From an optimization exercise on the open Yosys and OpenROAD flow, aimed at small area, a short achievable clock period and few clock cycles per item; shortcuts taken in it are not production practice. Function was not checked in any run shown here: the RTL went through the layout flow alone. No activity file was given, so power comes from the tool's default toggle rates.

## flow/design.v (module list and top-level ports; edited modules follow where they fit)
// module fsk_goertzel_demod: 881 lines
module fsk_goertzel_demod (
    input  wire        clk,
    input  wire        rst,
    input  wire        in_valid,
    output wire        in_ready,
    input  wire [1:0]  in_cmd,
    input  wire [15:0] in_data,
    input  wire [15:0] cfg_spb,
    input  wire [15:0] cfg_coeff0,
    input  wire [15:0] cfg_coeff1,
    output reg         out_valid,
    output reg  [7:0]  out_byte
);
  // ...
==> flow/flow/run.sh <==
#!/bin/bash
# Own layout flow: the standard ORFS flow, with the port buffers chosen as
# buf_2 cells and timing repair aiming at a setup slack well above the 20 ns
# clock's (the clock period and all constraints are unchanged).
set -euo pipefail
export BUFFER_PORTS_ARGS="-buffer_cell sky130_fd_sc_hd__buf_2"
export SETUP_SLACK_MARGIN=15
bash standard.sh synth > synth.log 2>&1
bash standard.sh > layout.log 2>&1
==> flow/standard.sh <==
#!/bin/bash
# synth_recipe.tcl (not shown) runs the flow's synth.tcl, then flattens the netlist and writes it again
# the make line also repeats each setting of config.mk as NAME=value (left out here)
make -C /OpenROAD-flow-scripts/flow DESIGN_CONFIG=/design/flow/config.mk WORK_HOME=/design/flow/orfs CLKGATE_MAP_FILE= SYNTH_SCRIPT=/design/flow/synth_recipe.tcl "${@:-finish}"
==> flow/config.mk <==
export PLATFORM = sky130hd
export DESIGN_NAME = fsk_goertzel_demod
export DESIGN_NICKNAME = fsk_goertzel_demod
export VERILOG_FILES = /design/flow/design.v
export SDC_FILE = /design/flow/constraint.sdc
export NUM_CORES = 4
export LEC_CHECK = 0
export CAP_MARGIN = 20
export CORE_MARGIN = 2
export CORE_UTILIZATION = 40
export SLEW_MARGIN = 20
==> flow/constraint.sdc <==
create_clock -name core_clock -period 20.0 [get_ports {clk}]
set_input_delay 4.0000 -clock core_clock [delete_from_list [all_inputs] [get_ports {clk}]]
set_output_delay 4.0000 -clock core_clock [all_outputs]
set_load 0.01 [all_outputs]
==> summary.txt, run 1 <==
status -> finished clean
worst reg2reg path endpoint -> d2[24]$_DFF_P_
Clk power -> 0.913 mW
multi-input gate share of total cell area -> 52.2%
Total Power -> 5.66 mW
most common cell after layout, fill and taps aside -> dfxtp_1
Metal-1 WL -> 31000 um
Vias per Instance -> 5.19
global route hottest layer -> met2
routed wire length -> 67300 um
comb pwr -> 3.56 mW
gp weighted congestion -> 0.862
Setup crit end kind -> output pin
largest net degree at the start of global routing -> 90
switch share -> 46.5%
mux share of post-synthesis cell area -> 4.29%
Slowest cell on crit path -> edfxtp_1
Inverters -> 316
power per cell area -> 189 nW/um2
Crit path arrival time -> 1.13 ns
max layer used -> met4
relative slew slack -> 30.2%
area of the die -> 69400 um2
crit start category -> flip-flop
Slew @ Worst Pin -> 1.05 ns
post-CTS resize count -> 15
Cell variety after synth -> 82
adder-cell share of the synthesized area -> 19.3%
Skew-Pair Late Insertion Delay -> 0.60 ns
==> run 2: changes to the inputs <==
--- a/flow/config.mk
+++ b/flow/config.mk
@@ -7,5 +7,5 @@
 export LEC_CHECK = 0
 export CAP_MARGIN = 20
 export CORE_MARGIN = 2
-export CORE_UTILIZATION = 40
+export CORE_UTILIZATION = 60
 export SLEW_MARGIN = 20
==> run 2 against run 1 <==
  * Cell area decreased by 1.5%
  * Core utilization increased by 22 points
  * Maximum frequency shrank 0.26%
  * Non-clock buffer count fell by 1
  * Count of clock-buffer cells in the layout decreased by 3
  * Register-to-register slack got worse by 0.11 ns
  * Cell count fell by 7.3%
  * Critical path depth is the same
  * Worst hold slack better by 0.0066 ns
  * First-iteration DRC count up 26%
  * Largest power group unchanged
==> summary.txt, run 2 <==
Slowest cell on crit path -> edfxtp_1
First-pass DRT Iterations -> 5
required time of the critical path -> 16.00 ns
power per cell area -> 191 nW/um2 (+1.3%)
initial antenna violation count -> 4
Largest regs -> acc (28), d1 (26), d2 (26)
area grow syn2layout -> 9.55%
hold_buf cts -> 0
crit path kind -> reg -> out
largest net degree at the start of global routing -> 90 (unchanged)
Hold Path Origin -> m1[9]$_DFF_P_
status -> finished clean
Fillers -> 3594
total CTS buffers -> 48
share of post-route cells with drive strength above 1 -> 8.77%
clock sink total -> 458
Clock Path Buffers -> 3
cell accounting for the most synthesized area -> dfxtp_1
worst hold path type -> reg -> reg
worst reg2reg startpoint -> cb[13]$_DFF_P_
maximum clock frequency -> 194 MHz
DRT antenna net count -> 0
Primary FF master, synth -> dfxtp_1
Setup crit end kind -> output pin
initial DRC count -> 1450
R2R depth -> 21
Vias per Instance -> 5.67 (+9.3%)
Die X -> 216 um
Largest register FFs -> 28
Slew Viols, Final -> 0
Die Span Y -> 216 um
clk slew on worst S/H paths -> 0.06 ns
hpwl dp -> 50400 um
Final Util -> 66.7%
RSZ-0062 raised after global routing -> yes
top cells by count, synth -> 416 x dfxtp_1, 308 x inv_1, 292 x nand2_1
Cell variety after synth -> 82 (unchanged)
final setup fails -> 0
worst-path maximum fanout -> 2
Initial Util -> 60.9%
Post-Syn Nets -> 3288
core area -> 44200 um2
area of the die -> 46600 um2 (-33%)
Cell Area, Synth -> 26900 um2
Finished Cell Area -> 29500 um2
H-tree levels -> 2
DP Area -> 27700 um2
Slew @ Worst Pin -> 1.14 ns (+0.0914 ns)
relative slew slack -> 24.1% (-6.1 points)
Final Cycle Share -> 25.7%
sequential area share after synthesis -> 35.6%
row count -> 77
port buffer count -> 78
static leakage -> 12.6 nW
post-DR wirelength/cell -> 19.0 um
Reg2Reg Setup Slack -> 15.13 ns
Largest Register -> acc
All-Layer GR Usage -> 29.3%
hold worst-path end -> m0[9]$_DFF_P_
Root Buffer -> clkbuf_16
vias after detailed routing -> 20.1k
crit start category -> flip-flop
most common cell after layout, fill and taps aside -> dfxtp_1
Crit path arrival time -> 1.15 ns (+0.02 ns)
routed wire length -> 67300 um (-0.12%)
fin nets -> 3296
cell family with most CP delay -> flip-flops
sequential cell area -> 9600 um2
hold depth -> 0
synth top area cells -> dfxtp_1 31%, fa_1 13%, ha_1 6.3%
most frequent cells in the layout -> 411 x dfxtp_1, 306 x inv_1, 292 x nand2_1, 175 x fa_1, 174 x nor2_1
CP Cell Sequence -> buf_2
WP buf/inv -> 1
Skew-Pair Late Insertion Delay -> 0.59 ns (about the same)
CTS tree -> yes
Post-synth EDFFs -> 42
hold_ws -> 0.321 ns
gp weighted congestion -> 0.968 (+12%)
most frequent cell after synthesis -> dfxtp_1
wire length of the first global-routing pass -> 108000 um
asr flop ratio synth -> 0%
area of the multi-input gates -> 15600 um2
Largest stage delay, worst path -> 0.41 ns
Final Skew -> 0.0258 ns
Yosys warnings -> 1
VDD IR max -> 132 uV
vias in the first global route -> 20.3k
Mapped Avg Cell Area -> 9.25 um2
Tmin final -> 5.15 ns
maxcap violations -> 0
final hold vios -> 0
Yosys top cell area share -> 30.9%
Total Power -> 5.65 mW (-0.20%)
number of I/O pins -> 79
Cells after Synth -> 2909
total grt overflow -> 0
FF+latch count, synth -> 458
worst reg2reg path endpoint -> d2[24]$_DFF_P_
DRC -> 0
setup TNS -> 0 ns
## run 2: logic make-up (layout without fill, tap and decap cells)
family	after synthesis	after routing	synth area share, %
simple gates	695	696	11.8
compound gates	582	583	13.4
buf+inv	480	523	6.80
flops	458	458	35.6
fa+ha+maj	310	310	19.3
xor+xnor	269	269	8.75
mux	115	115	4.29
other cells	0	3	0
## run 2: worst max-delay path by stage
stage / depth (start not counted) / end / from
after floorplan: 7 / f_mc$_DFF_P_ / rst
after global placement: 20 / d2[23]$_DFF_P_ / cb[13]$_DFF_P_
after detailed placement: 20 / d2[24]$_DFF_P_ / cb[13]$_DFF_P_
after CTS: 1 / out_byte[4] / out_byte[4]$_DFFE_PP_
after global routing: 1 / out_byte[5] / out_byte[5]$_DFFE_PP_
final: 1 / out_byte[5] / out_byte[5]$_DFFE_PP_
## run 2: timing repair
action                     4_1_cts  5_1_grt
cloned                           3        0
pin swaps                        1        1
setup buffers                    6        4
resized for setup               12       14
setup endpoints to repair       29       31
## run 2: power by group
group | switching [mW] | leakage (nW) | total (mW) | internal, mW
combinational | 2.17 | 8.00 | 3.57 | 1.41
sequential | 0.113 | 3.85 | 1.19 | 1.08
clock | 0.368 | 0.762 | 0.880 | 0.512
## run 2: layer usage
| metal | vias to the layer above | wire length [um] | GRT usage [%] |
|---|---|---|---|
| li1 | 9696 | - | - |
| met1 | 9604 | 30400 | 40.2 |
| met2 | 652 | 30000 | 46.7 |
| met4 | 0 | 2820 | 12.2 |
| met5 | - | 0 | 0 |
| met3 | 171 | 3950 | 3.92 |
## run 2: per-stage QoR
stage,instances,worst slack (ns)
3_5_place_dp,3446,14.53
3_3_place_gp,3446,14.67
5_1_grt,3547,14.82
4_1_cts,3542,14.85
6_report,3549,14.85
2_1_floorplan,2909,14.91
## run 2: area by class of cell
type,instances,area share (%)
antenna,3,0.0255
clock buffer,70,4.73
clock inverter,17,0.556
inverter,315,4.03
multi-input combinational,1973,53.1
sequential,458,32.5
tap,592,2.51
timing repair buffer,120,2.52
timing repair inverter,1,0.0255

what the ideal ports hide:
In the flow no input, the clock included, has a driving cell. The finished layouts below were timed again as built, in two steps.
Step 1 (the two cells are an assumption about what drives the block):
set clk [get_ports {clk}]
set_driving_cell -lib_cell sky130_fd_sc_hd__clkbuf_16 $clk
set_driving_cell -lib_cell sky130_fd_sc_hd__buf_2 [delete_from_list [all_inputs] $clk]
Step 2, shift: input delay + t, output delay - t, t = (earliest + latest rising clock arrival at the registers) / 2. This alone moves slack from input paths to output paths.
Three values: ideal ports, drivers, drivers and shift; two values: the first two.
run	shift t [ns]	slack for setup (ns)	worst hold slack (ns)	cell pins on the clock port's net
run 1	0.642	14.866 / 14.809 / 14.568	0.314 / 0.314 / 0.314	1
run 2	0.640	14.852 / 14.794 / 14.590	0.321 / 0.321 / 0.321	1
After both steps every run listed still meets setup and hold. For run 1, which loses most, drivers alone change the setup slack by -0.057 ns; drivers and shift together by -0.298 ns.
